What follows belongs to an exercise in optimizing a design on an open flow for small area, a short achievable clock period and few clock cycles per item; a production flow would make more cautious choices. Function was checked by simulation only, so behaviour that the tests miss may differ from the original. Power is estimated from default activity; no workload was simulated.

==> design.v <==
module rng90_crc_step (
    input  wire [15:0] crc_in,
    input  wire [7:0]  data,
    output wire [15:0] crc_out
);
    reg [15:0] c;
    integer i;
    always @* begin
        c = crc_in;
        for (i = 0; i < 8; i = i + 1) begin
            if (data[i] ^ c[15])
                c = {c[14:0], 1'b0} ^ 16'h8005;
            else
                c = {c[14:0], 1'b0};
        end
    end
    assign crc_out = c;
endmodule
module rng90_framer (
    input  wire        clk,
    input  wire        rst,
    input  wire        cmd_valid,
    output wire        cmd_ready,
    input  wire [7:0]  cmd_opcode,
    input  wire [7:0]  cmd_param1,
    input  wire [15:0] cmd_param2,
    input  wire [7:0]  cmd_len,
    input  wire        din_valid,
    output wire        din_ready,
    input  wire [7:0]  din_data,
    output wire        tx_valid,
    input  wire        tx_ready,
    output wire [7:0]  tx_data,
    output wire        tx_last
);
    localparam [3:0] N_SEL  = 4'd0,
                     N_CNT  = 4'd1,
                     N_OP   = 4'd2,
                     N_P1   = 4'd3,
                     N_P2L  = 4'd4,
                     N_P2H  = 4'd5,
                     N_DATA = 4'd6,
                     N_CRCL = 4'd7,
                     N_CRCH = 4'd8;
    reg [7:0]  f_op, f_p1, f_len;
    reg [15:0] f_p2;
    reg        f_pend;       
    reg        cmd_rdy;
    reg [7:0]  din_left;     
    reg        din_rdy;
    reg [7:0]  q0, q1;
    reg [1:0]  qn;
    reg [3:0]  ns;
    reg [7:0]  seq_left;
    reg [15:0] crc;          
    reg        tx_v, tx_l, tx_cov;
    reg [7:0]  tx_d;
    assign cmd_ready = cmd_rdy;
    assign din_ready = din_rdy;
    assign tx_valid  = tx_v;
    assign tx_data   = tx_d;
    assign tx_last   = tx_l;
    wire [15:0] crc_full;
    rng90_crc_step u_crc (
        .crc_in (crc),
        .data   (tx_d),
        .crc_out(crc_full)
    );
    wire cmd_fire = cmd_valid && cmd_rdy;
    wire din_fire = din_valid && din_rdy;
    wire tx_fire  = tx_v && tx_ready;
    wire adv      = !tx_v || tx_ready;
    reg        avail;
    reg [7:0]  nb;
    reg        nb_cov, nb_last;
    reg [3:0]  ns_nxt;
    always @* begin
        avail   = 1'b1;
        nb      = 8'h00;
        nb_cov  = 1'b1;
        nb_last = 1'b0;
        ns_nxt  = ns;
        case (ns)
            N_SEL:  begin avail = f_pend; nb = 8'h03; nb_cov = 1'b0; ns_nxt = N_CNT; end
            N_CNT:  begin nb = f_len + 8'd7; ns_nxt = N_OP; end
            N_OP:   begin nb = f_op;        ns_nxt = N_P1; end
            N_P1:   begin nb = f_p1;        ns_nxt = N_P2L; end
            N_P2L:  begin nb = f_p2[7:0];   ns_nxt = N_P2H; end
            N_P2H:  begin nb = f_p2[15:8];  ns_nxt = (seq_left == 8'd0) ? N_CRCL : N_DATA; end
            N_DATA: begin avail = (qn != 2'd0); nb = q0;
                          ns_nxt = (seq_left == 8'd1) ? N_CRCL : N_DATA; end
            N_CRCL: begin nb = crc_full[7:0]; nb_cov = 1'b0; ns_nxt = N_CRCH; end
            default: begin nb = crc[15:8]; nb_cov = 1'b0; nb_last = 1'b1; ns_nxt = N_SEL; end
        endcase
    end
    wire load    = adv && avail;
    wire pop     = load && (ns == N_DATA);
    wire hdr_end = load && (ns == N_P2H);
    wire       f_pend_n   = cmd_fire ? 1'b1 : (hdr_end ? 1'b0 : f_pend);
    wire [7:0] din_left_n = cmd_fire ? cmd_len : (din_fire ? din_left - 8'd1 : din_left);
    wire [1:0] qn_n       = qn + {1'b0, din_fire} - {1'b0, pop};
    always @(posedge clk) begin
        if (cmd_fire) begin
            f_op  <= cmd_opcode;
            f_p1  <= cmd_param1;
            f_p2  <= cmd_param2;
            f_len <= cmd_len;
        end
        if (pop) begin
            if (din_fire && qn == 2'd1) q0 <= din_data;
            else                         q0 <= q1;
            if (din_fire) q1 <= din_data;
        end else if (din_fire) begin
            if (qn == 2'd0) q0 <= din_data;
            else             q1 <= din_data;
        end
        if (load) begin
            tx_d   <= nb;
            tx_l   <= nb_last;
            tx_cov <= nb_cov;
        end
        if (load && ns == N_CNT)
            crc <= 16'h0000;
        else if (tx_fire && tx_cov)
            crc <= crc_full;
        if (load && ns == N_CNT)
            seq_left <= f_len;
        else if (pop)
            seq_left <= seq_left - 8'd1;
    end
    always @(posedge clk) begin
        if (rst) begin
            f_pend   <= 1'b0;
            cmd_rdy  <= 1'b0;
            din_left <= 8'd0;
            din_rdy  <= 1'b0;
            qn       <= 2'd0;
            ns       <= N_SEL;
            tx_v     <= 1'b0;
        end else begin
            f_pend   <= f_pend_n;
            din_left <= din_left_n;
            qn       <= qn_n;
            cmd_rdy  <= !f_pend_n && (din_left_n == 8'd0);
            din_rdy  <= (din_left_n != 8'd0) && (qn_n != 2'd2);
            if (adv) tx_v <= avail;
            if (load) ns <= ns_nxt;
        end
    end
endmodule
module rng90_validator (
    input  wire       clk,
    input  wire       rst,
    input  wire       rsp_valid,
    output wire       rsp_ready,
    input  wire [5:0] rsp_cap,
    input  wire       rx_valid,
    output wire       rx_ready,
    input  wire [7:0] rx_data,
    output wire       res_valid,
    input  wire       res_ready,
    output wire       res_ok,
    output wire [7:0] res_count,
    output wire       pl_valid,
    input  wire       pl_ready,
    output wire [7:0] pl_data,
    output wire       pl_last
);
    localparam integer DEPTH = 32;
    reg        q_v;
    reg  [5:0] q_cap;
    reg        rsp_rdy;
    reg        r_act;        
    reg  [7:0] rc;           
    reg  [5:0] cc;           
    reg        rx_rdy;
    reg        b_v, b_first, b_last, b_cov, b_lo, b_hi, b_pay, b_plast;
    reg  [7:0] b_d;
    reg  [7:0] cnt;
    reg [15:0] crc;
    reg        lo_ok;
    reg  [8:0] mem [0:DEPTH-1];
    reg  [5:0] wptr, cptr, rptr;
    reg        o_v, o_ok, s_v, s_ok;
    reg  [7:0] o_cnt, s_cnt;
    reg        p_v, p_l;
    reg  [7:0] p_d;
    assign rsp_ready = rsp_rdy;
    assign rx_ready  = rx_rdy;
    assign res_valid = o_v;
    assign res_ok    = o_ok;
    assign res_count = o_cnt;
    assign pl_valid  = p_v;
    assign pl_data   = p_d;
    assign pl_last   = p_l;
    wire rsp_fire = rsp_valid && rsp_rdy;
    wire rx_fire  = rx_valid && rx_rdy;
    wire first    = !r_act;
    wire a_last  = first ? ((rx_data[7:1] == 7'd0) || (q_cap == 6'd1))
                         : ((rc == 8'd2) || (cc == 6'd2));
    wire n_cov   = (rc[7:2] != 6'd0);            
    wire a_pay   = !first && n_cov && (cc[5:2] != 4'd0);
    wire       r_act_n = rx_fire ? !a_last : r_act;
    wire       q_v_n   = rsp_fire || (q_v && !(rx_fire && first));
    wire [15:0] crc_next;
    rng90_crc_step u_crc (
        .crc_in (crc),
        .data   (b_d),
        .crc_out(crc_next)
    );
    wire ok     = b_hi && lo_ok && (b_d == crc[15:8]);
    wire push   = b_v && b_last;
    wire wr     = b_v && b_pay;
    wire [5:0] occ    = wptr - rptr;
    wire       a_pay2 = first || ((rc > 8'd4) && (cc > 6'd4));
    wire       nxt_pay = rx_fire ? a_pay2 : a_pay;
    wire [6:0] p_need = {1'b0, occ} + {6'd0, wr} + {6'd0, rx_fire && a_pay} + {6'd0, nxt_pay};
    wire       p_room = (p_need <= DEPTH);
    wire [2:0] r_need = {2'b00, o_v} + {2'b00, s_v} + {2'b00, push} +
                        {2'b00, rx_fire && a_last} + 3'd1;
    wire       r_room = (r_need <= 3'd2);
    wire p_pop = (rptr != cptr) && (!p_v || pl_ready);
    wire o_pop = !o_v || res_ready;
    always @(posedge clk) begin
        if (rsp_fire)
            q_cap <= rsp_cap;
        if (rx_fire) begin
            rc      <= first ? rx_data : rc - 8'd1;
            cc      <= first ? q_cap   : cc - 6'd1;
            b_d     <= rx_data;
            b_first <= first;
            b_last  <= a_last;
            b_cov   <= first || n_cov;
            b_lo    <= !first && (rc == 8'd3);
            b_hi    <= !first && (rc == 8'd2);
            b_pay   <= a_pay;
            b_plast <= (rc == 8'd4);
        end
        if (b_v) begin
            if (b_first) cnt <= b_d;
            if (b_first)
                lo_ok <= 1'b0;
            else if (b_lo)
                lo_ok <= (b_d == crc[7:0]);
        end
        if (wr)
            mem[wptr[4:0]] <= {b_plast, b_d};
        if (p_pop) begin
            p_d <= mem[rptr[4:0]][7:0];
            p_l <= mem[rptr[4:0]][8];
        end
        if (o_pop) begin
            if (s_v) begin
                o_ok  <= s_ok;
                o_cnt <= s_cnt;
            end else begin
                o_ok  <= ok;
                o_cnt <= cnt;
            end
        end
        if (push && (s_v || !o_pop)) begin
            s_ok  <= ok;
            s_cnt <= cnt;
        end
    end
    always @(posedge clk) begin
        if (rst) begin
            q_v     <= 1'b0;
            rsp_rdy <= 1'b0;
            r_act   <= 1'b0;
            rx_rdy  <= 1'b0;
            b_v     <= 1'b0;
            crc     <= 16'h0000;
            wptr    <= 6'd0;
            cptr    <= 6'd0;
            rptr    <= 6'd0;
            o_v     <= 1'b0;
            s_v     <= 1'b0;
            p_v     <= 1'b0;
        end else begin
            q_v     <= q_v_n;
            rsp_rdy <= !q_v_n;
            r_act   <= r_act_n;
            rx_rdy  <= (r_act_n || q_v_n) && p_room && r_room;
            b_v     <= rx_fire;
            if (b_v && b_last)
                crc <= 16'h0000;
            else if (b_v && b_cov)
                crc <= crc_next;
            if (push) begin
                if (ok) cptr <= wptr + {5'd0, wr};
                else    wptr <= cptr;
            end
            if (wr && !(push && !ok))
                wptr <= wptr + 6'd1;
            if (p_pop)
                rptr <= rptr + 6'd1;
            if (p_pop)
                p_v <= 1'b1;
            else if (pl_ready)
                p_v <= 1'b0;
            if (o_pop) begin
                o_v <= s_v || push;
                s_v <= s_v && push;
            end else if (push)
                s_v <= 1'b1;
        end
    end
endmodule
module rng90_codec (
    input  wire        clk,
    input  wire        rst,
    input  wire        cmd_valid,
    output wire        cmd_ready,
    input  wire [7:0]  cmd_opcode,
    input  wire [7:0]  cmd_param1,
    input  wire [15:0] cmd_param2,
    input  wire [7:0]  cmd_len,
    input  wire        din_valid,
    output wire        din_ready,
    input  wire [7:0]  din_data,
    output wire        tx_valid,
    input  wire        tx_ready,
    output wire [7:0]  tx_data,
    output wire        tx_last,
    input  wire        rsp_valid,
    output wire        rsp_ready,
    input  wire [5:0]  rsp_cap,
    input  wire        rx_valid,
    output wire        rx_ready,
    input  wire [7:0]  rx_data,
    output wire        res_valid,
    input  wire        res_ready,
    output wire        res_ok,
    output wire [7:0]  res_count,
    output wire        pl_valid,
    input  wire        pl_ready,
    output wire [7:0]  pl_data,
    output wire        pl_last
);
    rng90_framer u_framer (
        .clk       (clk),
        .rst       (rst),
        .cmd_valid (cmd_valid),
        .cmd_ready (cmd_ready),
        .cmd_opcode(cmd_opcode),
        .cmd_param1(cmd_param1),
        .cmd_param2(cmd_param2),
        .cmd_len   (cmd_len),
        .din_valid (din_valid),
        .din_ready (din_ready),
        .din_data  (din_data),
        .tx_valid  (tx_valid),
        .tx_ready  (tx_ready),
        .tx_data   (tx_data),
        .tx_last   (tx_last)
    );
    rng90_validator u_validator (
        .clk      (clk),
        .rst      (rst),
        .rsp_valid(rsp_valid),
        .rsp_ready(rsp_ready),
        .rsp_cap  (rsp_cap),
        .rx_valid (rx_valid),
        .rx_ready (rx_ready),
        .rx_data  (rx_data),
        .res_valid(res_valid),
        .res_ready(res_ready),
        .res_ok   (res_ok),
        .res_count(res_count),
        .pl_valid (pl_valid),
        .pl_ready (pl_ready),
        .pl_data  (pl_data),
        .pl_last  (pl_last)
    );
endmodule
==> run.sh <==
#!/bin/bash
# synth_recipe.tcl (not shown) runs the flow's synth.tcl, then flattens the netlist and writes it again
# the make line also repeats each setting of config.mk as NAME=value (left out here)
make -C /OpenROAD-flow-scripts/flow DESIGN_CONFIG=/design/flow/config.mk WORK_HOME=/design/flow/orfs CLKGATE_MAP_FILE= SYNTH_SCRIPT=/design/flow/synth_recipe.tcl finish
==> config.mk <==
export PLATFORM = sky130hd
export DESIGN_NAME = rng90_codec
export DESIGN_NICKNAME = rng90_codec
export VERILOG_FILES = /design/flow/design.v
export SDC_FILE = /design/flow/constraint.sdc
export NUM_CORES = 4
export LEC_CHECK = 0
export CAP_MARGIN = 20
export CORE_MARGIN = 2
export CORE_UTILIZATION = 40
export PLACE_DENSITY = 0.6
export SLEW_MARGIN = 20
==> constraint.sdc <==
create_clock -name core_clock -period 5.5 [get_ports {clk}]
set_input_delay 1.1000 -clock core_clock [delete_from_list [all_inputs] [get_ports {clk}]]
set_output_delay 1.1000 -clock core_clock [all_outputs]
set_load 0.01 [all_outputs]
==> results of run 1 <==
-- layout by cell type (no fill, tap or decap), drive strengths merged, types with 19 or more instances in the layout --
master | netlist | layout
a211oi | 22 | 22
nor2 | 142 | 142
edfxtp | 433 | 433
ha | 30 | 30
clkbuf | 37 | 70
buf | 21 | 22
mux4 | 90 | 90
o21ai | 19 | 19
a21oi | 54 | 54
dfxtp | 76 | 76
xor2 | 35 | 35
xnor2 | 73 | 73
mux2 | 22 | 22
inv | 40 | 39
nor3 | 26 | 26
clkdlybuf4s50 | 0 | 103
nand2 | 106 | 106
-- worst max path at each step --
stage | start | cells past startpoint | endpoint
finish | u_validator.r_act | 12 | u_validator.rx_rdy
global route | u_validator.r_act | 12 | u_validator.rx_rdy
CTS | u_validator.r_act | 12 | u_validator.rx_rdy
detailed placement | rx_valid | 14 | u_validator.rx_rdy
global placement | rx_valid | 14 | u_validator.rx_rdy
floorplan | rx_valid | 13 | u_validator.rx_rdy
-- state kept, by name (all words and copies together), names as in the netlist, 16 cells and up --
signal	count
u_validator.crc	16
u_framer.crc	16
u_validator.mem	288
u_framer.f_p2	16
-- cell families after synthesis --
group | share of synthesized area
simple gates | 0.0739
mux | 0.115
flops | 0.682
buf+inv | 0.0182
xor+xnor | 0.0467
compound gates | 0.0421
fa+ha+maj | 0.0219
-- power by group --
group          switching [mW]  leakage (nW)  internal (mW)  total, mW
Combinational            1.11          2.69          0.987       2.10
Clock                    1.44         0.850           2.19       3.62
Sequential              0.233          4.54           4.49       4.72
Total                    2.78          8.09           7.66       10.4
-- through the flow --
step           power (mW)  utilization  hold WS [ns]  std cells  setup slack [ns]
2_1_floorplan        6.26            -         0.422       1374              1.50
5_1_grt              10.9        0.473         0.470       2225              1.41
3_3_place_gp         6.90        0.440         0.426       2129              1.50
4_1_cts              10.5        0.473         0.453       2223              1.87
6_report             10.4        0.473         0.454       2225              1.84
3_5_place_dp         6.92        0.440         0.440       2129              1.41
-- layout make-up --
cell class,count,area share
sequential,509,0.584
multi-input combinational,767,0.257
clock buffer,70,0.0575
timing repair buffer,125,0.0480
tap,688,0.0346
clock inverter,24,0.0126
inverter,40,0.00604
antenna,2,0.000201
-- metal layers --
layer,global-route usage,up-vias
met3,0.0302,60
met5,0,-
met4,0.0433,0
met2,0.280,307
li1,-,5442
met1,0.238,5910
-- worst min-delay path, cell delays in order, from the launching register on --
cell and delay [ns]:
dfxtp_1 0.31, nand2_1 0.05, a21oi_1 0.05
==> results by group, run 1 <==
Placed design
  • Cell Area, Placed: 0.0231 sq mm
  • Placer's final routability congestion estimate: 0.794
  • Hpwl dp: 30400 microns
  • Port bufs: 104

Critical path
  • Bufs and invs on worst path: 2
  • Worst R2R End: u_validator.rx_rdy
  • R2R Path Start: u_validator.r_act
  • Worst path required time: 6.01 ns
  • Crit path cell chain: inv_2 -> nor3_1 -> o21ai_0 -> fa_1 -> inv_1 -> ha_1 -> fa_1 -> o21ai_0 -> nand2_1 -> o22ai_1 -> mux2i_1 -> a211oi_1
  • Crit-path max cell delay: 0.94 ns
  • Crit path arrival time: 4.16 ns
  • Family with the most delay on the worst path: adder cells
  • CP startpoint kind: flip-flop
  • Worst R2R Setup Slack: 1.84 ns
  • Slowest stage cell, crit path: dfxtp_1
  • Element type at the critical path end: flip-flop
  • Maximum fanout along the worst path: 28
  • R2R cell count: 12
  • CP Class: reg -> reg

Timing
  • FMAX: 273 MHz
  • Tcrit/Tclk final: 0.665
  • Crit path time final: 3.66 ns
  • Worst Skew: 0.0139 ns
  • Worst Tran Pin Value: 1.10 ns
  • Relative slew slack: 0.262
  • Slew Viols, Final: 0
  • Unrepaired setup endpoints after global routing: false
  • Fin Setup TNS: 0 ns
  • Final setup vio count: 0
  • Fin. Hold Viols: 0

Floorplan
  • Die H: 235 microns
  • Starting Density: 0.405
  • Cell Rows: 84
  • Core Region: 0.0526 sq mm
  • Die Area: 0.0551 sq mm
  • Ports: 105
  • Die extent in x: 235 microns

Routing
  • Length of routed met2 wiring: 23100 microns
  • Final wirelength: 47400 microns
  • DR top layer: met4
  • Vias after detailed routing: 11700
  • Met3 wire len: 2550 microns
  • Iteration-0 DRC count of the detailed router: 1015
  • Vias/cell: 5.27
  • DRC Markers: 0
  • Routed length on met1: 20800 microns
  • Drt first pass iters: 5
  • Antenna-violating nets left: 0
  • Per-cell routed wire length: 21.3 microns

Logic synthesis
  • Seq/Total Area, Yosys: 0.682
  • Syn avg cell area: 15.5 sq um
  • Top post-synthesis cells by count: edfxtp_1 (433), nor2_1 (142), nand2_1 (106)
  • YS warnings: 3
  • FFs w/ async S/R, synth: 0
  • Synth cell types: 64
  • Post-Syn Area: 0.0213 sq mm
  • Seq cells post-synth: 509
  • Number of synthesized flops with an enable pin: 433
  • Post-Syn Nets: 1479
  • Synth top area cells: edfxtp_1 (61%), mux4_2 (9.5%), dfxtp_1 (7.1%)
  • Post-Syn Instances: 1374
  • Count leader, synth: edfxtp_1
  • Prevailing post-synth register cell: edfxtp_1
  • Yosys top cell area share: 0.611
  • Synth area leader: edfxtp_1

Run
  • Max_cap viols: 0

Global route
  • Vias in the first global route: 11800
  • Initial antenna violation count: 2
  • Grt total ovfl: 0
  • Largest net degree at the start of global routing: 62
  • Total global-route track usage: 0.171
  • First-pass GRT wire length: 72500 microns

Power and ir drop
  • Leakage: 8.09 nW
  • P per Cell Area: 420 mW/mm^2
  • Worst VDD drop: 0.249 mV

Min path
  • Hold WC Path Type: reg -> reg
  • Worst hold start: u_framer.crc[4]
  • Hold Crit Depth: 2
  • WHS Endpoint: u_framer.crc[12]

Clock network
  • CTS Root Cell: clkbuf_16
  • Clk slew on worst S/H paths: 0.06 ns
  • H-tree depth: 2
  • Cts bufs inserted: 52
  • Post-cts resize count: 0
  • # Post-CTS Setup Buffers: 0
  • Sink Count: 509
  • CTS tree: built
  • CTS max path bufs: 3
  • Hold_buf cts: 0
  • Clock Latency Late Sink: 0.58 ns

Cells and area
  • Final instance area: 0.0249 sq mm
  • Layout cells sized above 1: 0.143
  • Area Growth Syn to Fin: 16.8%
  • Reg area: 0.0145 sq mm
  • Fin nets: 1600
  • Fill count: 4531
  • Area of the multi-input gates: 0.00638 sq mm

Run status
  • Outcome: complete, no violations
Testbench counts, summed over its fixed seeds: cycles 39,623, items 2,080.
==> inputs of run 2 (changes only) <==
--- a/design.v
+++ b/design.v
@@ -33,118 +33,107 @@
     output wire [7:0]  tx_data,
     output wire        tx_last
 );
-    localparam [3:0] N_SEL  = 4'd0,
-                     N_CNT  = 4'd1,
-                     N_OP   = 4'd2,
-                     N_P1   = 4'd3,
-                     N_P2L  = 4'd4,
-                     N_P2H  = 4'd5,
-                     N_DATA = 4'd6,
-                     N_CRCL = 4'd7,
-                     N_CRCH = 4'd8;
-    reg [7:0]  f_op, f_p1, f_len;
-    reg [15:0] f_p2;
-    reg        f_pend;       
-    reg        cmd_rdy;
-    reg [7:0]  din_left;     
-    reg        din_rdy;
-    reg [7:0]  q0, q1;
-    reg [1:0]  qn;
-    reg [3:0]  ns;
-    reg [7:0]  seq_left;
+    localparam [3:0] P_SEL  = 4'd0,
+                     P_CNT  = 4'd1,
+                     P_OP   = 4'd2,
+                     P_P1   = 4'd3,
+                     P_P2L  = 4'd4,
+                     P_P2H  = 4'd5,
+                     P_DATA = 4'd6,
+                     P_CRCL = 4'd7,
+                     P_CRCH = 4'd8;
+    reg [3:0]  ps;
+    reg [7:0]  left;         
+    reg        cmd_rdy, din_rdy;
     reg [15:0] crc;          
     reg        tx_v, tx_l, tx_cov;
     reg [7:0]  tx_d;
+    reg        sk_v, sk_l, sk_cov;
+    reg [7:0]  sk_d;
     assign cmd_ready = cmd_rdy;
     assign din_ready = din_rdy;
     assign tx_valid  = tx_v;
     assign tx_data   = tx_d;
     assign tx_last   = tx_l;
-    wire [15:0] crc_full;
+    wire [15:0] crc_full;    
     rng90_crc_step u_crc (
         .crc_in (crc),
         .data   (tx_d),
         .crc_out(crc_full)
     );
-    wire cmd_fire = cmd_valid && cmd_rdy;
-    wire din_fire = din_valid && din_rdy;
-    wire tx_fire  = tx_v && tx_ready;
-    wire adv      = !tx_v || tx_ready;
-    reg        avail;
-    reg [7:0]  nb;
-    reg        nb_cov, nb_last;
-    reg [3:0]  ns_nxt;
+    wire [15:0] crc_now = (tx_v && tx_cov) ? crc_full : crc;
+    wire pop = tx_v && tx_ready;
+    reg        push;
+    reg [7:0]  pd;
+    reg        p_cov, p_last;
+    reg [3:0]  ps_n;
     always @* begin
-        avail   = 1'b1;
-        nb      = 8'h00;
-        nb_cov  = 1'b1;
-        nb_last = 1'b0;
-        ns_nxt  = ns;
-        case (ns)
-            N_SEL:  begin avail = f_pend; nb = 8'h03; nb_cov = 1'b0; ns_nxt = N_CNT; end
-            N_CNT:  begin nb = f_len + 8'd7; ns_nxt = N_OP; end
-            N_OP:   begin nb = f_op;        ns_nxt = N_P1; end
-            N_P1:   begin nb = f_p1;        ns_nxt = N_P2L; end
-            N_P2L:  begin nb = f_p2[7:0];   ns_nxt = N_P2H; end
-            N_P2H:  begin nb = f_p2[15:8];  ns_nxt = (seq_left == 8'd0) ? N_CRCL : N_DATA; end
-            N_DATA: begin avail = (qn != 2'd0); nb = q0;
-                          ns_nxt = (seq_left == 8'd1) ? N_CRCL : N_DATA; end
-            N_CRCL: begin nb = crc_full[7:0]; nb_cov = 1'b0; ns_nxt = N_CRCH; end
-            default: begin nb = crc[15:8]; nb_cov = 1'b0; nb_last = 1'b1; ns_nxt = N_SEL; end
+        push   = 1'b0;
+        pd     = 8'h00;
+        p_cov  = 1'b1;
+        p_last = 1'b0;
+        ps_n   = ps;
+        case (ps)
+            P_SEL:  begin push = cmd_valid; pd = 8'h03; p_cov = 1'b0; end
+            P_CNT:  begin push = 1'b1;      pd = left + 8'd7; end
+            P_OP:   begin push = cmd_valid; pd = cmd_opcode; end
+            P_P1:   begin push = cmd_valid; pd = cmd_param1; end
+            P_P2L:  begin push = cmd_valid; pd = cmd_param2[7:0]; end
+            P_P2H:  begin push = cmd_valid && cmd_rdy; pd = cmd_param2[15:8]; end
+            P_DATA: begin push = din_valid && din_rdy; pd = din_data; end
+            P_CRCL: begin push = !(sk_v && sk_cov); pd = crc_now[7:0];  p_cov = 1'b0; end
+            default: begin push = 1'b1; pd = crc_now[15:8]; p_cov = 1'b0; p_last = 1'b1; end
         endcase
+        push = push && !sk_v;
+        if (push) begin
+            case (ps)
+                P_SEL:  ps_n = P_CNT;
+                P_CNT:  ps_n = P_OP;
+                P_OP:   ps_n = P_P1;
+                P_P1:   ps_n = P_P2L;
+                P_P2L:  ps_n = P_P2H;
+                P_P2H:  ps_n = (left == 8'd0) ? P_CRCL : P_DATA;
+                P_DATA: ps_n = (left == 8'd1) ? P_CRCL : P_DATA;
+                P_CRCL: ps_n = P_CRCH;
+                default: ps_n = P_SEL;
+            endcase
+        end
     end
-    wire load    = adv && avail;
-    wire pop     = load && (ns == N_DATA);
-    wire hdr_end = load && (ns == N_P2H);
-    wire       f_pend_n   = cmd_fire ? 1'b1 : (hdr_end ? 1'b0 : f_pend);
-    wire [7:0] din_left_n = cmd_fire ? cmd_len : (din_fire ? din_left - 8'd1 : din_left);
-    wire [1:0] qn_n       = qn + {1'b0, din_fire} - {1'b0, pop};
+    wire head_free = !tx_v || pop;
+    wire sk_v_n    = head_free ? (sk_v && push) : (sk_v || push);
     always @(posedge clk) begin
-        if (cmd_fire) begin
-            f_op  <= cmd_opcode;
-            f_p1  <= cmd_param1;
-            f_p2  <= cmd_param2;
-            f_len <= cmd_len;
-        end
-        if (pop) begin
-            if (din_fire && qn == 2'd1) q0 <= din_data;
-            else                         q0 <= q1;
-            if (din_fire) q1 <= din_data;
-        end else if (din_fire) begin
-            if (qn == 2'd0) q0 <= din_data;
-            else             q1 <= din_data;
+        if (head_free) begin
+            tx_d   <= sk_v ? sk_d   : pd;
+            tx_l   <= sk_v ? sk_l   : p_last;
+            tx_cov <= sk_v ? sk_cov : p_cov;
         end
-        if (load) begin
-            tx_d   <= nb;
-            tx_l   <= nb_last;
-            tx_cov <= nb_cov;
+        if (push && !(head_free && !sk_v)) begin
+            sk_d   <= pd;
+            sk_l   <= p_last;
+            sk_cov <= p_cov;
         end
-        if (load && ns == N_CNT)
-            crc <= 16'h0000;
-        else if (tx_fire && tx_cov)
-            crc <= crc_full;
-        if (load && ns == N_CNT)
-            seq_left <= f_len;
-        else if (pop)
-            seq_left <= seq_left - 8'd1;
+        if (push && ps == P_SEL)
+            left <= cmd_len;
+        else if (push && ps == P_DATA)
+            left <= left - 8'd1;
     end
     always @(posedge clk) begin
         if (rst) begin
-            f_pend   <= 1'b0;
-            cmd_rdy  <= 1'b0;
-            din_left <= 8'd0;
-            din_rdy  <= 1'b0;
-            qn       <= 2'd0;
-            ns       <= N_SEL;
-            tx_v     <= 1'b0;
+            ps      <= P_SEL;
+            cmd_rdy <= 1'b0;
+            din_rdy <= 1'b0;
+            crc     <= 16'h0000;
+            tx_v    <= 1'b0;
+            sk_v    <= 1'b0;
         end else begin
-            f_pend   <= f_pend_n;
-            din_left <= din_left_n;
-            qn       <= qn_n;
-            cmd_rdy  <= !f_pend_n && (din_left_n == 8'd0);
-            din_rdy  <= (din_left_n != 8'd0) && (qn_n != 2'd2);
-            if (adv) tx_v <= avail;
-            if (load) ns <= ns_nxt;
+            ps      <= ps_n;
+            cmd_rdy <= (ps_n == P_P2H) && !sk_v_n;
+            din_rdy <= (ps_n == P_DATA) && !sk_v_n;
+            if (pop)
+                crc <= tx_l ? 16'h0000 : crc_now;
+            if (head_free)
+                tx_v <= sk_v || push;
+            sk_v    <= sk_v_n;
         end
     end
 endmodule
--- a/config.mk
+++ b/config.mk
@@ -5,8 +5,10 @@
 export SDC_FILE = /design/flow/constraint.sdc
 export NUM_CORES = 4
 export LEC_CHECK = 0
+export ABC_CLOCK_PERIOD_IN_PS = 2300
 export CAP_MARGIN = 20
 export CORE_MARGIN = 2
 export CORE_UTILIZATION = 40
 export PLACE_DENSITY = 0.6
+export SETUP_SLACK_MARGIN = 3.2
 export SLEW_MARGIN = 20
==> results by group, run 2 <==
Run status
  • Outcome: complete, no violations

Logic synthesis
  • Main combinational cell family by area after synthesis: multiplexers
  • Prevailing post-synth register cell: edfxtp_1
  • YS warnings: 3 (unchanged)
  • Syn avg cell area: 15.1 sq um (-2.3%)
  • Count leader, synth: edfxtp_1
  • Post-Syn Instances: 1295 (-5.7%)
  • Number of synthesized flops with an enable pin: 387 (-11%)
  • XOR/XNOR Fraction of Synth Area: 0.0464 (-0.000268)
  • Synth cell types: 68 (+6.3%)
  • Synth area leader: edfxtp_1
  • Post-synthesis mux area share: 0.125 (+0.00945)
  • Post-Syn Area: 0.0196 sq mm (-7.9%)
  • Seq/Total Area, Yosys: 0.660 (-0.0221)
  • Seq cells post-synth: 453 (-11%)
  • Compound-Gate Fraction of Synth Area: 0.0493 (+0.00719)
  • Top post-synthesis cells by count: edfxtp_1 (387), nor2_1 (135), nand2_1 (94)
  • Synth top area cells: edfxtp_1 (59%), mux4_2 (10%), dfxtp_1 (6.7%)
  • Simple-Gate Fraction of Synth Area: 0.0787 (+0.00475)
  • Post-synthesis adder-cell area fraction: 0.0218 (-0.0000371)
  • FFs w/ async S/R, synth: 0 (unchanged)
  • Yosys top cell area share: 0.593 (-0.0180)
  • Post-Syn Nets: 1397 (-5.5%)

Timing
  • Fin Setup TNS: 0 ns (unchanged)
  • Crit path time final: 3.46 ns (-0.197 ns)
  • Slew Viols, Final: 0 (unchanged)
  • FMAX: 289 MHz (+5.7%)
  • Tcrit/Tclk final: 0.629 (-0.0358)
  • Fin. Hold Viols: 0 (unchanged)
  • Final setup vio count: 0 (unchanged)
  • Relative slew slack: 0.471 (+0.209)
  • Unrepaired setup endpoints after global routing: true
  • Worst Skew: 0.0318 ns (+0.0179 ns)
  • Worst Tran Pin Value: 0.794 ns (-0.309 ns)
  • Fin Hold WS: 0.453 ns (-0.000657 ns)

Placed design
  • Port bufs: 104 (unchanged)
  • Hpwl dp: 28200 microns (-7.1%)
  • Placer's final routability congestion estimate: 0.834 (+5.1%)

Critical path
  • CP Class: reg -> reg
  • CP Capture Point: u_validator.rx_rdy
  • Worst path required time: 6.01 ns (about the same)
  • Bufs and invs on worst path: 1 (-1)
  • Crit path arrival time: 3.97 ns (-0.19 ns)
  • Critical Path Start: u_validator.rc[4]
  • Worst R2R Setup Slack: 2.04 ns (+0.20 ns)
  • Crit-path max cell delay: 0.60 ns (-0.34 ns)
  • Family with the most delay on the worst path: simple AND/OR/NAND/NOR gates
  • Maximum fanout along the worst path: 3 (-89%)
  • Worst R2R End: u_validator.rx_rdy
  • CP startpoint kind: flip-flop
  • Crit path cell chain: or4_4 -> nor3_4 -> nor3_2 -> a22oi_2 -> fa_1 -> inv_2 -> ha_4 -> fa_1 -> nor2_1 -> and3_1 -> a21oi_2 -> o22ai_2 -> nor3_2 -> nor3b_1
  • Critical Path Stages: 14 (+2)
  • R2R Path Start: u_validator.rc[4]
  • R2R cell count: 14 (+2)
  • Slowest stage cell, crit path: or4_4
  • Element type at the critical path end: flip-flop

Floorplan
  • Die extent in x: 225 microns (-4.0%)
  • Die H: 225 microns (-4.0%)
  • Cell Rows: 81 (-3.6%)
  • Core Region: 0.0486 sq mm (-7.4%)
  • Ports: 105 (unchanged)
  • Starting Density: 0.403 (-0.00210)
  • Die Area: 0.0508 sq mm (-7.8%)

Routing
  • DRC Markers: 0 (unchanged)
  • Per-cell routed wire length: 22.3 microns (+4.9%)
  • Vias/cell: 5.48 (+4.0%)
  • Vias after detailed routing: 11700 (-0.40%)
  • Final wirelength: 47600 microns (+0.49%)
  • Drt first pass iters: 5 (unchanged)
  • Antenna-violating nets left: 0 (unchanged)
  • Iteration-0 DRC count of the detailed router: 1043 (+2.8%)

Min path
  • Hold Crit Depth: 0 (-2)
  • Hold WC Path Type: reg -> reg

Global route
  • Initial antenna violation count: 0 (-2)
  • Largest net degree at the start of global routing: 50 (-19%)
  • Total global-route track usage: 0.187 (+0.0156)
  • Vias in the first global route: 11500 (-2.7%)
  • Grt total ovfl: 0 (unchanged)
  • First-pass GRT wire length: 71000 microns (-2.1%)

Clock network
  • H-tree depth: 2 (unchanged)
  • Clk slew on worst S/H paths: 0.06 ns (about the same)
  • CTS Root Cell: clkbuf_16
  • CTS tree: built
  • Sink Count: 453 (-11%)
  • Cts bufs inserted: 47 (-9.6%)
  • CTS max path bufs: 3 (unchanged)
  • Clock Latency Late Sink: 0.59 ns (about the same)

Cells and area
  • Largest register FFs: 288 (unchanged)
  • Leading cell type in the layout, fill and taps excluded: edfxtp_1
  • N_diodes: 0 (-2)
  • Layout cells sized above 1: 0.298 (+0.155)
  • Commonest non-fill, non-tap cells in the layout: edfxtp_1 (387), nor2_1 (99), mux4_2 (90)
  • Fin nets: 1574 (-1.6%)
  • Area Growth Syn to Fin: 25.0%

Power and ir drop
  • Worst VDD drop: 0.306 mV (+23%)
  • P per Cell Area: 413 mW/mm^2 (-1.7%)
  • Leakage: 8.12 nW (+0.39%)

Run
  • Max_cap viols: 0 (unchanged)
## run 2: cell count changes after synthesis, sizes merged, moves of 12 or more
| cell | previous run | this run |
|---|---|---|
| a211oi | 22 | 9 |
| a22oi | 4 | 20 |
| clkbuf | 37 | 51 |
| edfxtp | 433 | 387 |
| inv | 40 | 28 |
| nand2 | 106 | 94 |
## run 2: where the power goes
group | switching, mW | internal [mW] | total (mW)
clock | 1.33 | 1.89 | 3.22
sequential | 0.162 | 3.97 | 4.13
combinational | 1.34 | 1.42 | 2.77
## run 2: worst min-delay path by stage
stage | endpoint | startpoint | slack (ns)
2_1_floorplan | u_validator.s_cnt[0] | u_validator.cnt[0] | 0.42
3_3_place_gp | u_validator.s_cnt[1] | u_validator.cnt[1] | 0.43
3_5_place_dp | u_validator.s_cnt[1] | u_validator.cnt[1] | 0.44
4_1_cts | u_validator.s_cnt[1] | u_validator.cnt[1] | 0.45
5_1_grt | u_validator.s_cnt[1] | u_validator.cnt[1] | 0.47
6_report | u_validator.s_cnt[5] | u_validator.cnt[5] | 0.45
## run 2: layout make-up
cell class              count  area [sq um]
clock buffers              55          1240
multi-input cells         745          7150
repair buffers            196          1930
well taps                 622           778
fillers                  4038         24100
clock inverters            31           312
flip-flops and latches    453         13000
inverters                  29           120
## run 2: cells by family (layout without fill, tap and decap cells)
group           after synthesis  after routing
flops                       453            453
mux                         129            129
compound gates              150            150
fa+ha+maj                    32             32
simple gates                336            336
buf+inv                      97            311
xor+xnor                     98             98
## run 2: repair_timing
action	in CTS	in global routing
hold buffers	0	0
gates resized for setup	229	112
cloned	4	0
setup endpoints to repair	407	331
setup buffers	43	23
pin swaps	31	45
## run 2: routing by layer
metal / part of all wire / vias up / track usage
li1: - / 5285 / -
met1: 0.44 / 5986 / 0.265
met2: 0.48 / 336 / 0.298
met3: 0.057 / 65 / 0.0321
met4: 0.021 / 0 / 0.0498
met5: 0 / - / 0
## run 2: metrics by stage
| stage | total power, mW | setup slack [ns] | util | std cells | cell area, sq um |
|---|---|---|---|---|---|
| after floorplan | 5.58 | 1.67 | - | 1295 | 19700 |
| after global placement | 6.16 | 1.12 | 0.440 | 1973 | 21400 |
| after detailed placement | 6.17 | 1.12 | 0.440 | 1973 | 21400 |
| after CTS | 9.82 | 2.07 | 0.489 | 2106 | 23800 |
| after global routing | 10.5 | 1.84 | 0.504 | 2131 | 24500 |
| final | 10.1 | 2.04 | 0.504 | 2131 | 24500 |
Testbench counts of run 2, summed over its fixed seeds: cycles 39,607, items 2,080.
==> inputs of run 3 (changes only) <==
--- a/design.v
+++ b/design.v
@@ -163,7 +163,7 @@
     reg  [7:0] rc;           
     reg  [5:0] cc;           
     reg        rx_rdy;
-    reg        b_v, b_first, b_last, b_cov, b_lo, b_hi, b_pay, b_plast;
+    reg        b_v, b_first;
     reg  [7:0] b_d;
     reg  [7:0] cnt;
     reg [15:0] crc;
@@ -191,6 +191,13 @@
     wire a_pay   = !first && n_cov && (cc[5:2] != 4'd0);
     wire       r_act_n = rx_fire ? !a_last : r_act;
     wire       q_v_n   = rsp_fire || (q_v && !(rx_fire && first));
+    wire b_last  = (rc == 8'd1) || (cc == 6'd1) || (b_first && rc == 8'd0);
+    wire b_cov   = b_first || (rc[7:2] != 6'd0) || (rc == 8'd3);
+    wire b_lo    = !b_first && (rc == 8'd2);
+    wire b_hi    = !b_first && (rc == 8'd1);
+    wire b_plast = !b_first && (rc == 8'd3);
+    wire b_pay   = !b_first && ((rc[7:2] != 6'd0) || (rc == 8'd3)) &&
+                   ((cc[5:2] != 4'd0) || (cc == 6'd3));
     wire [15:0] crc_next;
     rng90_crc_step u_crc (
         .crc_in (crc),
@@ -200,16 +207,25 @@
     wire ok     = b_hi && lo_ok && (b_d == crc[15:8]);
     wire push   = b_v && b_last;
     wire wr     = b_v && b_pay;
+    wire commit = push && ok;
+    wire p_pop  = ((rptr != cptr) || (commit && (wptr != cptr))) && (!p_v || pl_ready);
+    wire o_pop = !o_v || res_ready;
     wire [5:0] occ    = wptr - rptr;
+    wire       occ29  = (occ[5] == 1'b0) && (occ[4:0] <= 5'd29);
+    wire       occ30  = (occ == 6'd30);
+    wire       occ31  = (occ == 6'd31);
     wire       a_pay2 = first || ((rc > 8'd4) && (cc > 6'd4));
     wire       nxt_pay = rx_fire ? a_pay2 : a_pay;
-    wire [6:0] p_need = {1'b0, occ} + {6'd0, wr} + {6'd0, rx_fire && a_pay} + {6'd0, nxt_pay};
-    wire       p_room = (p_need <= DEPTH);
+    wire       fp     = rx_fire && a_pay;
+    wire [2:0] p_add  = {2'b00, wr} + {2'b00, fp} + {2'b00, nxt_pay};
+    wire [2:0] p_sub  = {2'b00, p_pop};
+    wire       p_room = occ29 ||
+                        (occ30 && (p_add <= 3'd2 + p_sub)) ||
+                        (occ31 && (p_add <= 3'd1 + p_sub)) ||
+                        (p_add <= p_sub);
     wire [2:0] r_need = {2'b00, o_v} + {2'b00, s_v} + {2'b00, push} +
                         {2'b00, rx_fire && a_last} + 3'd1;
     wire       r_room = (r_need <= 3'd2);
-    wire p_pop = (rptr != cptr) && (!p_v || pl_ready);
-    wire o_pop = !o_v || res_ready;
     always @(posedge clk) begin
         if (rsp_fire)
             q_cap <= rsp_cap;
@@ -218,12 +234,6 @@
             cc      <= first ? q_cap   : cc - 6'd1;
             b_d     <= rx_data;
             b_first <= first;
-            b_last  <= a_last;
-            b_cov   <= first || n_cov;
-            b_lo    <= !first && (rc == 8'd3);
-            b_hi    <= !first && (rc == 8'd2);
-            b_pay   <= a_pay;
-            b_plast <= (rc == 8'd4);
         end
         if (b_v) begin
             if (b_first) cnt <= b_d;
--- a/config.mk
+++ b/config.mk
@@ -5,10 +5,10 @@
 export SDC_FILE = /design/flow/constraint.sdc
 export NUM_CORES = 4
 export LEC_CHECK = 0
-export ABC_CLOCK_PERIOD_IN_PS = 2300
+export ABC_CLOCK_PERIOD_IN_PS = 2500
 export CAP_MARGIN = 20
 export CORE_MARGIN = 2
 export CORE_UTILIZATION = 40
 export PLACE_DENSITY = 0.6
-export SETUP_SLACK_MARGIN = 3.2
+export SETUP_SLACK_MARGIN = 3.0
 export SLEW_MARGIN = 20
==> results by group, run 3 <==
Critical path
  • CP startpoint kind: flip-flop
  • Worst R2R End: u_validator.rx_rdy
  • R2R Path Start: u_validator.rc[4]
  • CP Class: reg -> reg
  • Worst path required time: 5.95 ns (-0.06 ns)
  • Element type at the critical path end: flip-flop
  • Maximum fanout along the worst path: 11 (+8)
  • Crit path arrival time: 4.02 ns (+0.05 ns)
  • Worst R2R Setup Slack: 1.93 ns (-0.10 ns)
  • R2R cell count: 15 (+1)

Timing
  • Worst Tran Pin Value: 1.02 ns (+0.226 ns)
  • Crit path time final: 3.57 ns (+0.105 ns)
  • Slew Viols, Final: 0 (unchanged)
  • Unrepaired setup endpoints after global routing: true
  • Relative slew slack: 0.319 (-0.152)
  • Fin Hold WS: 0.452 ns (-0.00110 ns)
  • Fin. Hold Viols: 0 (unchanged)
  • FMAX: 280 MHz (-2.9%)
  • Final setup vio count: 0 (unchanged)
  • Tcrit/Tclk final: 0.649 (+0.0191)
  • Worst Skew: 0.0197 ns (-0.0120 ns)
  • Fin Setup TNS: 0 ns (unchanged)

Global route
  • First-pass GRT wire length: 68700 microns (-3.2%)
  • Initial antenna violation count: 0 (unchanged)
  • Largest net degree at the start of global routing: 65 (+30%)
  • Grt total ovfl: 0 (unchanged)
  • Vias in the first global route: 11700 (+1.6%)
  • Total global-route track usage: 0.178 (-0.00851)

Routing
  • Vias/cell: 5.27 (-3.7%)
  • Iteration-0 DRC count of the detailed router: 940 (-9.9%)
  • Vias after detailed routing: 11500 (-1.2%)
  • Final wirelength: 45500 microns (-4.4%)
  • Drt first pass iters: 5 (unchanged)
  • Antenna-violating nets left: 0 (unchanged)
  • DRC Markers: 0 (unchanged)
  • Per-cell routed wire length: 20.8 microns (-6.8%)

Floorplan
  • Die H: 226 microns (+0.26%)
  • Core Region: 0.0487 sq mm (+0.21%)
  • Cell Rows: 81 (unchanged)
  • Starting Density: 0.404 (+0.00127)
  • Ports: 105 (unchanged)
  • Die extent in x: 226 microns (+0.26%)
  • Die Area: 0.0511 sq mm (+0.51%)

Logic synthesis
  • Yosys top cell area share: 0.580 (-0.0122)
  • Number of synthesized flops with an enable pin: 381 (-1.6%)
  • Synth area leader: edfxtp_1
  • Synth top area cells: edfxtp_1 (58%), mux4_2 (10%), dfxtp_1 (6.7%)
  • Prevailing post-synth register cell: edfxtp_1
  • Post-Syn Area: 0.0197 sq mm (+0.52%)
  • Post-Syn Nets: 1425 (+2.0%)
  • Synth cell types: 70 (+2.9%)
  • YS warnings: 3 (unchanged)
  • Top post-synthesis cells by count: edfxtp_1 (381), nor2_1 (132), nand2_1 (94)
  • Seq/Total Area, Yosys: 0.647 (-0.0126)
  • Post-Syn Instances: 1317 (+1.7%)
  • Count leader, synth: edfxtp_1
  • Syn avg cell area: 15.0 sq um (-1.2%)
  • FFs w/ async S/R, synth: 0 (unchanged)
  • Seq cells post-synth: 447 (-1.3%)

Cells and area
  • Largest register FFs: 288 (unchanged)
  • Area Growth Syn to Fin: 24.2%
  • Final Non-Filler Cells: 2187 (+2.6%)
  • Leading cell type in the layout, fill and taps excluded: edfxtp_1
  • N_diodes: 0 (unchanged)
  • Layout cells sized above 1: 0.245 (-0.0533)
  • Fin nets: 1592 (+1.1%)
  • Fill count: 4095 (+1.4%)
  • Commonest non-fill, non-tap cells in the layout: edfxtp_1 (381), nor2_1 (94), nand2_1 (91)

Power and ir drop
  • Sw frac: 0.275 (-0.00527)
  • Overall Power: 9.30 mW (-8.0%)
  • Flop pwr share: 0.433 (+0.024)
  • Reported net switching power: 2.55 mW (-9.8%)
  • Power Internal: 6.75 mW (-7.4%)
  • Leakage: 7.97 nW (-1.9%)
  • Worst VDD drop: 0.267 mV (-13%)
  • Combinational power share: 0.234 (-0.040)
  • P per Cell Area: 380 mW/mm^2 (-8.0%)
  • Clock Power Share: 0.333 (+0.015)

Clock network
  • CTS tree: built
  • H-tree depth: 2 (unchanged)
  • Hold_buf cts: 0 (unchanged)
  • Clk slew on worst S/H paths: 0.06 ns (about the same)
  • Cts bufs inserted: 47 (unchanged)
  • Sink Count: 447 (-1.3%)
  • CTS Root Cell: clkbuf_16
  • CTS max path bufs: 3 (unchanged)
  • Clock Latency Late Sink: 0.59 ns (about the same)

Placed design
  • Dpl cells: 2042 (+3.5%)
  • Placer's final routability congestion estimate: 0.808 (-3.1%)
  • Hpwl dp: 27900 microns (-1.0%)
  • Port bufs: 104 (unchanged)

Min path
  • WHS Endpoint: u_validator.s_cnt[7]
  • Worst hold start: u_validator.cnt[7]
  • Hold Crit Depth: 0 (unchanged)
  • Hold WC Path Type: reg -> reg

Run
  • Max_cap viols: 0 (unchanged)

Run status
  • Outcome: complete, no violations
[run 3: cell count changes after synthesis, sizes merged, moves of 4 or more]
| cell | delta |
|---|---|
| xor2 | +9 |
| a22oi | -8 |
| inv | +6 |
| nand2b | -5 |
| nor3 | +7 |
| a211oi | +7 |
| nor2b | +5 |
| clkbuf | -10 |
| buf | +7 |
| nand3 | +7 |
| ha | +6 |
| mux2 | +4 |
| edfxtp | -6 |
[run 3: worst max-delay path, cell delays in order (launching register included)]
cell and delay (ns):
edfxtp_1 0.40, or4_4 0.56, nor3_4 0.22, a2111oi_4 0.10
buf_4 0.16, buf_6 0.15, inv_2 0.06, fa_2 0.49
ha_4 0.19, nor3b_2 0.17, nor2_1 0.08, o31ai_2 0.26
nand4_1 0.11, or3_1 0.32, nand3b_1 0.11, a221oi_2 0.06
[run 3: routing by layer]
metal | GRT usage | wire length [microns] | vias to the layer above
met2 | 0.285 | 21600 | 279
met5 | 0 | 0 | -
li1 | - | - | 5343
met4 | 0.0489 | 1100 | 0
met1 | 0.243 | 20200 | 5845
met3 | 0.0444 | 2610 | 69
[run 3: cell type report]
class / count / area (sq um) / share of cell area
Multi-Input combinational cell: 770 / 7230 / 0.295
Clock buffer: 57 / 1210 / 0.0496
Clock inverter: 31 / 287 / 0.0117
Sequential cell: 447 / 12800 / 0.522
Timing Repair Buffer: 183 / 2020 / 0.0825
Inverter: 35 / 131 / 0.00536
Tap cell: 664 / 831 / 0.0339
[run 3: repair_timing]
action	CTS	global route
setup endpoints to repair	408	326
pin swaps	26	32
resized for setup	146	72
buffers inserted	31	22
cloned	1	3
[run 3: worst max-delay path by stage]
stage,start,end,slack [ns],cells after the start
2_1_floorplan,u_validator.b_d[3],u_validator.rx_rdy,1.71,14
3_3_place_gp,rx_valid,u_validator.rx_rdy,1.27,13
3_5_place_dp,rx_valid,u_validator.rx_rdy,1.15,13
4_1_cts,u_validator.rc[4],u_validator.rx_rdy,1.86,16
5_1_grt,u_validator.b_d[4],u_validator.rx_rdy,1.76,16
6_report,u_validator.rc[4],u_validator.rx_rdy,1.93,15
[run 3: power groups by stage]
| stage | Clock, mW | Combinational (mW) | Sequential (mW) |
|---|---|---|---|
| floorplan | 0 | 1.34 | 4.06 |
| global placement | 0 | 1.75 | 4.15 |
| detailed placement | 0 | 1.76 | 4.15 |
| CTS | 3.17 | 1.96 | 4.02 |
| global route | 3.30 | 2.36 | 4.05 |
| finish | 3.10 | 2.18 | 4.03 |
[run 3: cell families after synthesis]
logic type,share of synthesized area
mux,0.126
compound gates,0.0483
fa+ha+maj,0.0255
buf+inv,0.0204
simple gates,0.0824
xor+xnor,0.0497
flops,0.647
[run 3: metrics by stage]
step,util,worst slack [ns],area (sq um)
after floorplan,-,1.71,19800
after global placement,0.442,1.27,21600
after detailed placement,0.442,1.15,21600
after CTS,0.490,1.86,23900
after global routing,0.502,1.76,24500
final,0.502,1.93,24500
Testbench counts of run 3, summed over its fixed seeds: cycles 38,851, items 2,080.
==> inputs of run 4 (changes only) <==
--- a/config.mk
+++ b/config.mk
@@ -5,10 +5,8 @@
 export SDC_FILE = /design/flow/constraint.sdc
 export NUM_CORES = 4
 export LEC_CHECK = 0
-export ABC_CLOCK_PERIOD_IN_PS = 2500
 export CAP_MARGIN = 20
 export CORE_MARGIN = 2
 export CORE_UTILIZATION = 40
 export PLACE_DENSITY = 0.6
-export SETUP_SLACK_MARGIN = 3.0
 export SLEW_MARGIN = 20
==> results by group, run 4 <==
Clock network
  • H-tree depth: 2 (unchanged)
  • Hold_buf cts: 0 (unchanged)
  • # Post-CTS Setup Buffers: 0 (-100%)
  • Clock Latency Late Sink: 0.57 ns (-0.02 ns)
  • Sink Count: 447 (unchanged)
  • Cts bufs inserted: 48 (+2.1%)
  • CTS tree: built
  • Post-cts resize count: 0 (-100%)
  • CTS Root Cell: clkbuf_16
  • CTS max path bufs: 3 (unchanged)
  • Clk slew on worst S/H paths: 0.06 ns (about the same)

Critical path
  • Element type at the critical path end: flip-flop
  • Crit path cell chain: or4_1 -> nor3_2 -> a2111oi_2 -> buf_4 -> ha_1 -> ha_1 -> fa_1 -> nor3b_1 -> nor2_1 -> o31ai_1 -> nand4_1 -> or3_1 -> nand3b_1 -> a221oi_1
  • Slowest stage cell, crit path: or4_1
  • Family with the most delay on the worst path: simple AND/OR/NAND/NOR gates
  • Crit-path max cell delay: 0.63 ns (+0.07 ns)
  • Critical path's most frequent cell: ha_1
  • Crit path arrival time: 4.41 ns (+0.39 ns)
  • CP startpoint kind: flip-flop
  • Worst path required time: 5.92 ns (-0.03 ns)
  • CP Class: reg -> reg
  • Maximum fanout along the worst path: 12 (+1)
  • Bufs and invs on worst path: 1 (-2)

Routing
  • Drt first pass iters: 5 (unchanged)
  • Iteration-0 DRC count of the detailed router: 823 (-12%)
  • Met3 wire len: 2470 microns (-5.5%)
  • Per-cell routed wire length: 20.4 microns (-1.7%)
  • Length of routed met2 wiring: 20200 microns (-6.2%)
  • Antenna-violating nets left: 0 (unchanged)
  • Routed length on met1: 20100 microns (-0.60%)
  • Vias/cell: 5.26 (-0.28%)
  • DR top layer: met4
  • Vias after detailed routing: 11200 (-2.9%)
  • Final wirelength: 43500 microns (-4.3%)
  • DRC Markers: 0 (unchanged)

Power and ir drop
  • P per Cell Area: 386 mW/mm^2 (+1.7%)
  • Leakage: 7.37 nW (-7.5%)
  • Worst VDD drop: 0.257 mV (-4.0%)
  • Overall Power: 8.88 mW (-4.5%)

Global route
  • Vias in the first global route: 11100 (-4.7%)
  • Initial antenna violation count: 0 (unchanged)
  • Total global-route track usage: 0.174 (-0.00440)
  • Largest net degree at the start of global routing: 73 (+12%)
  • Grt total ovfl: 0 (unchanged)
  • First-pass GRT wire length: 67100 microns (-2.5%)

Logic synthesis
  • Synth cell types: 70 (unchanged)
  • Synth area leader: edfxtp_1
  • Seq cells post-synth: 447 (unchanged)
  • Post-Syn Nets: 1425 (unchanged)
  • Post-Syn Area: 0.0197 sq mm (unchanged)
  • Yosys top cell area share: 0.580 (unchanged)
  • Syn avg cell area: 15.0 sq um (unchanged)
  • Seq/Total Area, Yosys: 0.647 (unchanged)
  • Synth top area cells: edfxtp_1 (58%), mux4_2 (10%), dfxtp_1 (6.7%)
  • Prevailing post-synth register cell: edfxtp_1
  • FFs w/ async S/R, synth: 0 (unchanged)
  • Post-Syn Instances: 1317 (unchanged)
  • Count leader, synth: edfxtp_1
  • Top post-synthesis cells by count: edfxtp_1 (381), nor2_1 (132), nand2_1 (94)
  • Number of synthesized flops with an enable pin: 381 (unchanged)
  • YS warnings: 3 (unchanged)

Timing
  • Relative slew slack: 0.270 (-0.0485)
  • Fin Setup TNS: 0 ns (unchanged)
  • Tcrit/Tclk final: 0.724 (+0.0758)
  • Worst Tran Pin Value: 1.09 ns (+0.0753 ns)
  • Worst Skew: 0.0182 ns (-0.00155 ns)
  • FMAX: 251 MHz (-10%)
  • Final setup vio count: 0 (unchanged)
  • Unrepaired setup endpoints after global routing: false
  • Crit path time final: 3.98 ns (+0.417 ns)
  • Slew Viols, Final: 0 (unchanged)
  • Fin. Hold Viols: 0 (unchanged)

Cells and area
  • Largest register FFs: 288 (unchanged)
  • Final Non-Filler Cells: 2129 (-2.7%)
  • Commonest non-fill, non-tap cells in the layout: edfxtp_1 (381), nor2_1 (131), clkdlybuf4s50_1 (103)
  • Area Growth Syn to Fin: 16.7%
  • Layout cells sized above 1: 0.157 (-0.0879)
  • Final instance area: 0.0230 sq mm (-6.1%)
  • Fill count: 4268 (+4.2%)
  • N_diodes: 0 (unchanged)
  • Fin nets: 1536 (-3.5%)
  • Leading cell type in the layout, fill and taps excluded: edfxtp_1

Placed design
  • Placer's final routability congestion estimate: 0.824 (+2.0%)
  • Cell Area, Placed: 0.0215 sq mm (-0.26%)
  • Dpl cells: 2042 (unchanged)
  • Hpwl dp: 28200 microns (+0.86%)
  • Port bufs: 104 (unchanged)

Floorplan
  • Core Region: 0.0487 sq mm (unchanged)
  • Ports: 105 (unchanged)
  • Die extent in x: 226 microns (unchanged)
  • Cell Rows: 81 (unchanged)
  • Die Area: 0.0511 sq mm (unchanged)
  • Die H: 226 microns (unchanged)
  • Starting Density: 0.404 (unchanged)

Run
  • Max_cap viols: 0 (unchanged)

Run status
  • Outcome: complete, no violations

Min path
  • Hold WC Path Type: reg -> reg
==> run 4: cell types whose count changed in the layout (fill, tap and decap cells not counted), moves of 5 or more <==
cell / before / now
buf_12: 23 / 0
buf_4: 41 / 22
buf_6: 5 / 0
buf_8: 5 / 0
clkdlybuf4s50_1: 69 / 103
dlygate4sd2_1: 32 / 0
ha_1: 27 / 33
ha_4: 5 / 0
nor2_1: 94 / 131
nor2_4: 37 / 0
xnor2_1: 58 / 68
xnor2_2: 9 / 1
==> run 4: layer usage <==
metal | track usage | vias to the layer above
met5 | 0 | -
li1 | - | 5218
met3 | 0.0350 | 58
met4 | 0.0376 | 0
met2 | 0.273 | 282
met1 | 0.251 | 5641
==> run 4: worst paths after layout <==
check / from / endpoint / slack [ns] / cells after the start
setup / recovery: u_validator.rc[3] / u_validator.rx_rdy / 1.52 / 14
hold / removal: u_validator.cnt[6] / u_validator.s_cnt[6] / 0.45 / 0
setup reg to reg: u_validator.rc[3] / u_validator.rx_rdy / 1.52 / 14
hold reg to reg: u_validator.cnt[6] / u_validator.s_cnt[6] / 0.45 / 0
==> run 4: logic make-up (layout without fill, tap and decap cells) <==
group | Yosys count | count (layout) | share of synthesized area
AO/OA/AOI/OAI | 147 | 147 | 0.0483
flip-flops | 447 | 447 | 0.647
buffers and inverters | 100 | 248 | 0.0204
XOR/XNOR | 105 | 105 | 0.0497
adder cells (fa/ha/maj) | 38 | 38 | 0.0255
AND/OR/NAND/NOR | 347 | 347 | 0.0824
multiplexers | 133 | 133 | 0.126
==> run 4: per-stage QoR <==
stage | hold slack (ns) | setup slack, ns | utilization
6_report | 0.453 | 1.52 | 0.472
5_1_grt | 0.472 | 1.09 | 0.472
4_1_cts | 0.455 | 1.51 | 0.471
3_5_place_dp | 0.437 | 1.27 | 0.441
3_3_place_gp | 0.434 | 1.33 | 0.441
2_1_floorplan | 0.422 | 1.13 | -
==> run 4: where the power goes <==
group	total, mW	leakage [nW]	switching (mW)	internal (mW)
Combinational	1.80	2.64	0.938	0.858
Sequential	4.02	4.01	0.137	3.88
Clock	3.07	0.725	1.30	1.77
Total	8.88	7.37	2.38	6.51
==> run 4: cell type report <==
| type | instances | area, sq um | share of cell area |
|---|---|---|---|
| timing repair buffer | 126 | 1200 | 0.0522 |
| clock buffer | 58 | 1260 | 0.0548 |
| tap | 664 | 831 | 0.0361 |
| sequential | 447 | 12800 | 0.555 |
| multi-input combinational | 770 | 6580 | 0.286 |
| clock inverter | 29 | 225 | 0.00979 |
| inverter | 35 | 131 | 0.00571 |
==> inputs of run 5 (changes only) <==
--- a/design.v
+++ b/design.v
@@ -217,15 +217,15 @@
     wire       a_pay2 = first || ((rc > 8'd4) && (cc > 6'd4));
     wire       nxt_pay = rx_fire ? a_pay2 : a_pay;
     wire       fp     = rx_fire && a_pay;
-    wire [2:0] p_add  = {2'b00, wr} + {2'b00, fp} + {2'b00, nxt_pay};
-    wire [2:0] p_sub  = {2'b00, p_pop};
+    wire       a1     = wr || fp || nxt_pay;
+    wire       a2     = (wr && fp) || (wr && nxt_pay) || (fp && nxt_pay);
+    wire       a3     = wr && fp && nxt_pay;
     wire       p_room = occ29 ||
-                        (occ30 && (p_add <= 3'd2 + p_sub)) ||
-                        (occ31 && (p_add <= 3'd1 + p_sub)) ||
-                        (p_add <= p_sub);
-    wire [2:0] r_need = {2'b00, o_v} + {2'b00, s_v} + {2'b00, push} +
-                        {2'b00, rx_fire && a_last} + 3'd1;
-    wire       r_room = (r_need <= 3'd2);
+                        (occ30 && (!a3 || p_pop)) ||
+                        (occ31 && (!a2 || (p_pop && !a3))) ||
+                        (!a1 || (p_pop && !a2));
+    wire       lk     = rx_fire && a_last;
+    wire       r_room = !s_v && !(o_v && push) && !(o_v && lk) && !(push && lk);
     always @(posedge clk) begin
         if (rsp_fire)
             q_cap <= rsp_cap;
--- a/config.mk
+++ b/config.mk
@@ -5,8 +5,10 @@
 export SDC_FILE = /design/flow/constraint.sdc
 export NUM_CORES = 4
 export LEC_CHECK = 0
+export ABC_CLOCK_PERIOD_IN_PS = 2500
 export CAP_MARGIN = 20
 export CORE_MARGIN = 2
 export CORE_UTILIZATION = 40
 export PLACE_DENSITY = 0.6
+export SETUP_SLACK_MARGIN = 3.0
 export SLEW_MARGIN = 20
==> results by group, run 5 <==
Run status
  • Outcome: complete, no violations

Timing
  • Tcrit/Tclk final: 0.448 (-0.277)
  • Smallest setup slack after layout: 3.04 ns (+1.52 ns)
  • Fin. Hold Viols: 0 (unchanged)
  • Worst Skew: 0.0165 ns (-0.00173 ns)
  • Crit path time final: 2.46 ns (-1.52 ns)
  • FMAX: 406 MHz (+62%)
  • Fin Setup TNS: 0 ns (unchanged)
  • Unrepaired setup endpoints after global routing: true
  • Relative slew slack: 0.301 (+0.0305)
  • Final setup vio count: 0 (unchanged)
  • Worst Tran Pin Value: 1.04 ns (-0.0503 ns)
  • Slew Viols, Final: 0 (unchanged)

Critical path
  • R2R cell count: 5 (-9)
  • CP startpoint kind: flip-flop
  • Crit-path max cell delay: 0.45 ns (-0.18 ns)
  • Bufs and invs on worst path: 1 (unchanged)
  • Worst path required time: 4.40 ns (-1.52 ns)
  • Slowest stage cell, crit path: edfxtp_1
  • Critical Path Start: u_framer.tx_d[2]
  • Worst R2R Setup Slack: 3.09 ns (+1.57 ns)
  • Crit path cell chain: dlygate4sd2_1
  • Family with the most delay on the worst path: flip-flops
  • Element type at the critical path end: output pin
  • CP Class: reg -> out
  • CP Capture Point: tx_data[2]
  • Crit path arrival time: 1.36 ns (-3.05 ns)
  • Worst R2R End: u_validator.p_d[5]
  • Critical Path Stages: 1 (-13)
  • Maximum fanout along the worst path: 2 (-10)
  • R2R Path Start: u_validator.rptr[1]

Power and ir drop
  • Worst VDD drop: 0.260 mV (+1.4%)
  • Clock Power Share: 0.393 (+0.047)
  • Combinational power share: 0.127 (-0.075)
  • Sw frac: 0.246 (-0.0217)
  • Flop pwr share: 0.481 (+0.029)
  • P per Cell Area: 342 mW/mm^2 (-12%)
  • Reported net switching power: 2.00 mW (-16%)
  • Power Internal: 6.14 mW (-5.6%)
  • Leakage: 7.89 nW (+7.0%)

Logic synthesis
  • FFs w/ async S/R, synth: 0 (unchanged)
  • Yosys top cell area share: 0.583 (+0.00263)
  • Number of synthesized flops with an enable pin: 381 (unchanged)
  • Synth area leader: edfxtp_1
  • Seq/Total Area, Yosys: 0.650 (+0.00293)
  • YS warnings: 3 (unchanged)
  • Post-Syn Nets: 1411 (-0.98%)
  • Syn avg cell area: 14.9 sq um (-0.22%)
  • Post-Syn Area: 0.0196 sq mm (-0.45%)
  • Count leader, synth: edfxtp_1
  • Synth cell types: 76 (+8.6%)
  • Synth top area cells: edfxtp_1 (58%), mux4_2 (10%), dfxtp_1 (6.7%)
  • Post-Syn Instances: 1314 (-0.23%)
  • Top post-synthesis cells by count: edfxtp_1 (381), nor2_1 (134), nand2_1 (103)
  • Prevailing post-synth register cell: edfxtp_1
  • Seq cells post-synth: 447 (unchanged)

Cells and area
  • Leading cell type in the layout, fill and taps excluded: edfxtp_1
  • Post-layout util: 0.490 (+0.0181)
  • Area Growth Syn to Fin: 21.4%
  • Commonest non-fill, non-tap cells in the layout: edfxtp_1 (381), nand2_1 (98), nor2_1 (97)
  • Fin nets: 1563 (+1.8%)
  • Largest register FFs: 288 (unchanged)
  • N_diodes: 0 (unchanged)
  • Layout cells sized above 1: 0.223 (+0.0664)
  • Fill count: 4131 (-3.2%)

Clock network
  • Cts bufs inserted: 47 (-2.1%)
  • CTS tree: built
  • CTS max path bufs: 3 (unchanged)
  • Sink Count: 447 (unchanged)
  • CTS Root Cell: clkbuf_16
  • Clk slew on worst S/H paths: 0.06 ns (about the same)
  • H-tree depth: 2 (unchanged)
  • Clock Latency Late Sink: 0.59 ns (+0.02 ns)

Routing
  • Vias/cell: 5.40 (+2.7%)
  • Final wirelength: 44800 microns (+2.8%)
  • Per-cell routed wire length: 21.1 microns (+3.0%)
  • Drt first pass iters: 5 (unchanged)
  • Vias after detailed routing: 11500 (+2.6%)
  • Antenna-violating nets left: 0 (unchanged)
  • Iteration-0 DRC count of the detailed router: 771 (-6.3%)
  • DRC Markers: 0 (unchanged)

Placed design
  • Place WS: 2.17 ns (+0.900 ns)
  • Placer's final routability congestion estimate: 0.834 (+1.2%)
  • Hpwl dp: 28500 microns (+1.2%)
  • Port bufs: 104 (unchanged)

Floorplan
  • Ports: 105 (unchanged)
  • Cell Rows: 81 (unchanged)
  • Starting Density: 0.403 (-0.000984)
  • Die H: 226 microns (-0.22%)
  • Core Region: 0.0486 sq mm (-0.21%)
  • Die extent in x: 226 microns (-0.22%)
  • Die Area: 0.0509 sq mm (-0.44%)

Run
  • Max_cap viols: 0 (unchanged)

Global route
  • Largest net degree at the start of global routing: 69 (-5.5%)
  • Initial antenna violation count: 2 (+2)
  • Grt total ovfl: 0 (unchanged)
  • First-pass GRT wire length: 68500 microns (+2.2%)
  • Vias in the first global route: 11500 (+3.6%)
  • Total global-route track usage: 0.177 (+0.00290)

Min path
  • Hold Crit Depth: 0 (unchanged)
  • Hold WC Path Type: reg -> reg
-- run 5: cell types whose count changed after synthesis, moves of 4 or more --
cell / delta
inv_1: -7
nand2_1: +9
nor3_1: -9
o21a_1: +4
clkbuf_1: +6
ha_1: -8
o211ai_1: +7
mux2_2: -8
nor3b_1: -5
buf_2: -7
nand2b_1: +6
xnor2_1: -4
-- run 5: kinds of logic after synthesis --
group                      after synthesis  synth area share
AOI/OAI and AO/OA                      173            0.0594
xor gates and xnor gates               101            0.0487
adders and majority gates               26            0.0170
buffers and inverters                   92            0.0181
DFF                                    447             0.650
muxes                                  127             0.123
and+or+nand+nor                        348            0.0832
-- run 5: worst register-to-register path, stage by stage, from the launching register on --
cell,delay [ns]
dfxtp_4,0.44
clkbuf_8,0.57
mux4_2,0.47
mux4_2,0.53
nand2_1,0.10
nand2_1,0.06
-- run 5: timing repair --
item / 4_1_cts / 5_1_grt
endpoints found under the setup margin: 398 / 318
buffers inserted: 6 / 34
gates cloned: 1 / 1
gates resized for setup: 117 / 71
pin swaps: 2 / 15
hold buffers: 0 / 0
-- run 5: power groups by stage --
stage	logic, mW	clock network (mW)	registers (mW)
5_1_grt	1.13	3.41	3.92
3_5_place_dp	0.979	0	3.98
4_1_cts	0.983	3.27	3.91
6_report	1.03	3.20	3.91
3_3_place_gp	0.975	0	3.98
2_1_floorplan	0.668	0	3.96
-- run 5: how the worst min path moves through the flow --
stage / end / slack (ns) / start
after detailed placement: u_validator.s_cnt[0] / 0.44 / u_validator.cnt[0]
after global routing: u_validator.s_cnt[3] / 0.46 / u_validator.cnt[3]
after floorplan: u_validator.s_cnt[0] / 0.42 / u_validator.cnt[0]
after CTS: u_validator.s_cnt[0] / 0.45 / u_validator.cnt[0]
after global placement: u_validator.s_cnt[3] / 0.43 / u_validator.cnt[3]
final: u_validator.s_cnt[3] / 0.45 / u_validator.cnt[3]
-- run 5: area by class of cell --
| cell class | count | area [sq um] | share of cell area |
|---|---|---|---|
| Clock buffer | 58 | 1260 | 0.0528 |
| Clock inverter | 29 | 312 | 0.0131 |
| Inverter | 28 | 116 | 0.00488 |
| Multi-Input combinational cell | 775 | 6990 | 0.293 |
| Sequential cell | 447 | 12800 | 0.536 |
| Tap cell | 622 | 778 | 0.0327 |
| Timing Repair Buffer | 166 | 1590 | 0.0665 |
| Timing Repair inverter | 1 | 5.00 | 0.000210 |
-- run 5: layer usage --
metal	vias to the layer above	global-route usage	wire length, microns
met5	-	0	0
met4	0	0.0526	949
met3	65	0.0253	1770
met2	251	0.273	20800
met1	5799	0.260	21300
li1	5370	-	-
-- run 5: through the flow --
step / instances / area (sq um) / hold slack (ns) / total power, mW
finish: 2126 / 23800 / 0.451 / 8.14
floorplan: 1314 / 19700 / 0.422 / 4.63
global placement: 1997 / 21400 / 0.426 / 4.95
CTS: 2091 / 23300 / 0.451 / 8.16
global route: 2126 / 23800 / 0.461 / 8.46
detailed placement: 1997 / 21400 / 0.437 / 4.96
Testbench counts of run 5, summed over its fixed seeds: cycles 38,851, items 2,080.

Check on run 5: ideal ports give 3.038 ns setup slack; a clkbuf_16 on the clock port and buf_2 on the inputs give 2.983 ns; moving port delays by the midpoint clock arrival (0.633 ns) as well gives 2.453 ns.
